From an optimization exercise on the open Yosys and OpenROAD flow, aimed at small area and a short achievable clock period; shortcuts taken in it are not production practice. Function was checked by simulation only, so behaviour that the tests miss may differ from the original. No activity file was given, so power comes from the tool's default toggle rates.

==> flow/design.v, too long to show whole: its modules and the start of the top module <==
// module sde_sine_rom: 25 lines
// module sde_duty_law: 734 lines
// module sde_norm: 39 lines
// module sde_elec_law: 66 lines
// module sde_carrier: 56 lines
// module sde_top: 525 lines
// module sde_sample_due: 40 lines
module sde_top (
    input  wire        clk,
    input  wire        rst,
    input  wire        bus_valid,
    input  wire        bus_write,
    input  wire [7:0]  bus_addr,
    input  wire [1:0]  bus_size,      
    input  wire [31:0] bus_wdata,
    output wire        bus_ready,
    output reg         bus_rvalid,
    output reg  [31:0] bus_rdata,
    input  wire [31:0] int_st,        
    output reg         pwm_valid,
    output reg  [3:0]  pwm_op,
    output wire [1:0]  pwm_ph,
    output reg  [31:0] pwm_data,
    input  wire [11:0] adc_raw,
    output reg         adc_valid,
    output reg  [1:0]  adc_op,
    input  wire [63:0] now_us
);
  // ...
==> flow/flow/run.sh <==
#!/bin/bash
set -euo pipefail
MARGIN=${SDE_SETUP_MARGIN:-11}
bash standard.sh SETUP_SLACK_MARGIN=$MARGIN \
    "BUFFER_PORTS_ARGS=-buffer_cell sky130_fd_sc_hd__buf_1" finish > flow_standard.log 2>&1
==> flow/standard.sh <==
#!/bin/bash
# synth_recipe.tcl (not shown) runs the flow's synth.tcl, then flattens the netlist and writes it again
# the make line also repeats each setting of config.mk as NAME=value (left out here)
make -C /OpenROAD-flow-scripts/flow DESIGN_CONFIG=/design/flow/config.mk WORK_HOME=/design/flow/orfs CLKGATE_MAP_FILE= SYNTH_SCRIPT=/design/flow/synth_recipe.tcl "${@:-finish}"
==> flow/config.mk <==
export PLATFORM = sky130hd
export DESIGN_NAME = sde_top
export DESIGN_NICKNAME = sde_top
export VERILOG_FILES = /design/flow/design.v
export SDC_FILE = /design/flow/constraint.sdc
export NUM_CORES = 4
export LEC_CHECK = 0
export CAP_MARGIN = 20
export CORE_MARGIN = 2
export CORE_UTILIZATION = 60
export CTS_BUF_LIST = sky130_fd_sc_hd__clkbuf_8
export CTS_CLUSTER_DIAMETER = 60
export CTS_CLUSTER_SIZE = 14
export SLEW_MARGIN = 20
==> flow/constraint.sdc <==
create_clock -name core_clock -period 21.0 [get_ports {clk}]
set_input_delay 4.2000 -clock core_clock [delete_from_list [all_inputs] [get_ports {clk}]]
set_output_delay 4.2000 -clock core_clock [all_outputs]
set_load 0.01 [all_outputs]
==> impl_metrics.env, run 1 <==
export IMPL_grt_pass1_wl_microns=170000
export IMPL_synthTopCellsByCount="nor2_1 (396), inv_1 (343), nand2_1 (279), dfxtp_1 (241), edfxtp_1 (219)"
export IMPL_fin_area_sq_mm=0.0333
export IMPL_path_buf_inv=3
export IMPL_ios=230
export IMPL_hold_class="register to register"
export IMPL_critPathRequiredTime_ns=16.80
export IMPL_vias_per_cell=6.69
export IMPL_portBuffers=229
export IMPL_crit_arrival_ns=5.81
export IMPL_wl_per_cell_microns=28.4
export IMPL_cts_setup_buffers=0
export IMPL_cp_start_kind="input port"
export IMPL_ir_drop_uv=98.2
export IMPL_fin_crit_sh_pct=47.6
export IMPL_clock_latency_ns=0.71
export IMPL_p_seq_mw=1.04
export IMPL_crit_chain="clkbuf_2, nor4_4, nand4_1, o21ai_1, buf_4, nand3_4, nand2_2, clkbuf_2"
export IMPL_top_register="last_t"
export IMPL_synth_area_mux_share_pct=3.76
export IMPL_whs_path_depth=0
export IMPL_synthAdderAreaFrac_pct=18.6
export IMPL_synth_cells=3221
export IMPL_yosysWarningCount=1
export IMPL_synth_edf_count=219
export IMPL_slowest_delay_ns=0.48
export IMPL_syn_num_nets=3709
export IMPL_run_status="no timing/DRC/antenna violations"
export IMPL_timing_rr_end="dq0[13]$_DFF_P_"
export IMPL_largest_class="multi-input gates"
export IMPL_comb_cell_power_mw=0.790
export IMPL_nFillCells=4182
export IMPL_synth_avg_cell_area_sq_um=9.42
==> inputs of run 2 (changes only) <==
==> flow/flow/run.sh (replaced) <==
#!/bin/bash
set -euo pipefail
MARGIN=${SDE_SETUP_MARGIN:-11.5}
bash standard.sh SETUP_SLACK_MARGIN=$MARGIN \
    "BUFFER_PORTS_ARGS=-buffer_cell sky130_fd_sc_hd__buf_1" finish > flow_standard.log 2>&1
--- a/flow/config.mk
+++ b/flow/config.mk
@@ -6,5 +6,5 @@
 export NUM_CORES = 4
 export LEC_CHECK = 0
-export CAP_MARGIN = 20
+export CAP_MARGIN = 5
 export CORE_MARGIN = 2
 export CORE_UTILIZATION = 60
@@ -12,3 +12,3 @@
 export CTS_CLUSTER_DIAMETER = 60
 export CTS_CLUSTER_SIZE = 14
-export SLEW_MARGIN = 20
+export SLEW_MARGIN = 5
==> run 2 against run 1 <==
- still clean
- clock-buffer cell count shrank 2
- global-route usage grew 0.91 points
- die area is the same
- clock power is essentially flat
- design area grew 2.1%
- worst setup slack gained 0.21 ns
==> impl_metrics.env, run 2 <==
export IMPL_synth_top_area_share_pct=21.7
export IMPL_grt_pass1_wl_microns=173000
export IMPL_drc=0
export IMPL_setup_viol=0
export IMPL_synth_edf_count=219
export IMPL_ir_drop_uv=84.9
export IMPL_wl_per_cell_microns=28.8
export IMPL_largest_reg_flops=64
export IMPL_fin_crit_sh_pct=46.6
export IMPL_synthAdderAreaFrac_pct=18.6
export IMPL_detail_route_antenna_nets=0
export IMPL_clkTransAtPathRegs_ns=0.09
export IMPL_final_cells=4135
export IMPL_placed_cell_area_sq_mm=0.0320
export IMPL_ios=230
export IMPL_ys_types=86
export IMPL_run_status="no timing/DRC/antenna violations"
export IMPL_top_register="last_t"
export IMPL_hold_ws_ns=0.353
export IMPL_layout_common_cells="nor2_1 (393), inv_1 (357), nand2_1 (278)"
export IMPL_cts_sinks=460
export IMPL_worst_path_max_delay_cell="o21ai_4"
export IMPL_portBuffers=229
export IMPL_crit_type="input port to output port"
export IMPL_clockBufferDepth=3
export IMPL_synth_area_mux_share_pct=3.76
export IMPL_synth_cells=3221
export IMPL_tightest_slew_ns=1.33
export IMPL_die_y_microns=229
export IMPL_async_flop_share_pct=0
export IMPL_finClkSkew_ns=0.0407
export IMPL_start_util_pct=60.6
export IMPL_maxSlewViolCount=0
export IMPL_ys_seq_elements=460
export IMPL_ys_flop_type="dfxtp_1"
export IMPL_yosys_area_share_simple_pct=15.9
export IMPL_yosys_top_cells_area="edfxtp_1 (22%), dfxtp_1 (16%), fa_1 (13%)"
export IMPL_dp_cells=4007
export IMPL_vias_per_cell=6.76
export IMPL_overflow=0
export IMPL_final_common_cell="nor2_1"
export IMPL_drt_iter0_markers=4829
export IMPL_cp_start_kind="input port"
export IMPL_synth_avg_cell_area_sq_um=9.42
export IMPL_period_needed_ns=9.79
export IMPL_final_seq_area_sq_mm=0.0114
export IMPL_yosysTopAreaCell="edfxtp_1"
export IMPL_synth_most_common_cell="nor2_1"
export IMPL_rsz0062_at_grt="yes"
export IMPL_vias=27900
export IMPL_area_delta_synth_final_pct=12.2
export IMPL_report_final_hold_viol_count=0
export IMPL_numCtsBuffers=44
export IMPL_die_w_microns=229
export IMPL_finish_utilization_pct=68.0
export IMPL_routed_wl_microns=119000
export IMPL_hold_class="register to register"
export IMPL_die_area_sq_mm=0.0524
export IMPL_relSlewSlack_pct=10.4
export IMPL_grt_use_total_pct=44.4
export IMPL_synth_compound_area_share_pct=15.3
export IMPL_cts_tree="done"
export IMPL_final_nets=3913
export IMPL_max_freq_mhz=102
export IMPL_critPathRequiredTime_ns=16.80
export IMPL_grt_pass1_vias=26900
export IMPL_cp_max_fo=3
export IMPL_tns_ns=0
export IMPL_drive_gt1_share_pct=11.0
export IMPL_total_power_mw=2.44
export IMPL_p_leak_nw=13.5
export IMPL_rows=82
export IMPL_synthTopCellsByCount="nor2_1 (396), inv_1 (343), nand2_1 (279), dfxtp_1 (241), edfxtp_1 (219)"
export IMPL_slowest_delay_ns=0.37
export IMPL_worst_slack_ns=11.21
export IMPL_cts_root_buffer="clkbuf_8"
export IMPL_cap_violations=0
export IMPL_crit_chain="buf_1, nor4_2, nand4_1, o21ai_4, nand3_4, nand2_4, buf_6"
export IMPL_place_ws_ns=10.10
export IMPL_seq_area_frac_synth_pct=37.6
export IMPL_dr_pass1_iters=13
export IMPL_synth_xor_area_share_pct=2.14
export IMPL_multi_input_area_sq_mm=0.0175
export IMPL_clock_latency_ns=0.69
export IMPL_antenna_found_initial=7
export IMPL_endpoint_kind="output port"
export IMPL_nFillCells=4035
export IMPL_syn_num_nets=3709
export IMPL_synth_top_family_by_area="adder cells"
export IMPL_crit_arrival_ns=5.59
export IMPL_place_gp_congestion=1.02
export IMPL_yosysWarningCount=1
export IMPL_htreeDepth=2
export IMPL_p_per_area_mw_per_mm2=71.6
export IMPL_dpl_hpwl_microns=87100
export IMPL_synth_area_sq_mm=0.0303
export IMPL_grt_max_degree=73
export IMPL_core_area_sq_mm=0.0501
export IMPL_fin_area_sq_mm=0.0340
[run 2: cell counts after synthesis]
No cell type changed its count.
[run 2: cells by family after synthesis]
group / Yosys count
compound gates: 651
xor+xnor: 74
fa+ha+maj: 335
buf+inv: 531
flops: 460
mux: 111
simple gates: 1059
[run 2: layout make-up]
cell class | count | share of cell area [%]
tap | 672 | 2.47
sequential | 460 | 33.5
multi-input combinational | 2230 | 51.3
clock buffer | 45 | 1.82
antenna | 3 | 0.0221
timing repair buffer | 345 | 6.34
clock inverter | 36 | 0.775
inverter | 344 | 3.80
[run 2: path summary, 6_finish.rpt]
check,slack [ns],start,cells past startpoint,end
worst max-delay path,11.21,int_st[0],7,bus_ready
worst min-delay path,0.35,dq0[4]$_DFF_P_,0,dq1[4]$_DFF_P_
worst max register to register,11.85,rr[1]$_SDFF_PP0_,30,dq0[13]$_DFF_P_
worst min register to register,0.35,dq0[4]$_DFF_P_,0,dq1[4]$_DFF_P_
[run 2: repair_timing]
item                                    in CTS  in global routing
hold buffers                                 0                  0
setup buffers                               14                 19
endpoints found under the setup margin      74                 85
cloned                                       5                  6
pin swaps                                   17                 20
endpoints found under the hold margin        0                  0
gates resized for setup                     72                 67
[run 2: where the power goes]
part | internal [mW] | switching (mW)
Sequential | 0.997 | 0.0453
Clock | 0.235 | 0.347
Combinational | 0.255 | 0.559
[run 2: worst max-delay path: cells and delay by family]
family,cells,cell delay (ns)
AOI/OAI and AO/OA,1,0.37
buffers and inverters,2,0.29
and+or+nand+nor,4,0.74
[run 2: per-layer routing]
layer	global-route usage [%]	wire, microns
met1	59.6	43200
met5	0	41
met2	64.5	49700
met3	14.4	18200
met4	22.8	7810

[afterwards: timing with drivers on the ports]
The flow's constraints put no driver on any port. The routed layouts listed below were extracted and timed again, unchanged, in two steps. Step 1, drivers: a clkbuf_16 drives clk and a buf_2 each remaining input, both assumed. Step 2 moves the port delays by t, midway between the first and last clock arrival at a register: inputs arrive t later, outputs are due t later. That takes back most of the time a late clock gives input paths. a / b / c = no drivers / after step 1 / after step 2; a / b = the first two.
run	t (ns)	setup WS [ns]	slew at the worst register clock pin (ns)	cell pins on the clock port's net
run 1	0.740	10.995 / 10.933 / 10.533	0.10 / 0.10	1
run 2	0.726	11.206 / 11.135 / 10.629	0.10 / 0.10	1
After both steps every run listed still meets setup and hold. For run 2, which loses most, drivers alone change the setup slack by -0.071 ns; drivers and shift together by -0.577 ns.
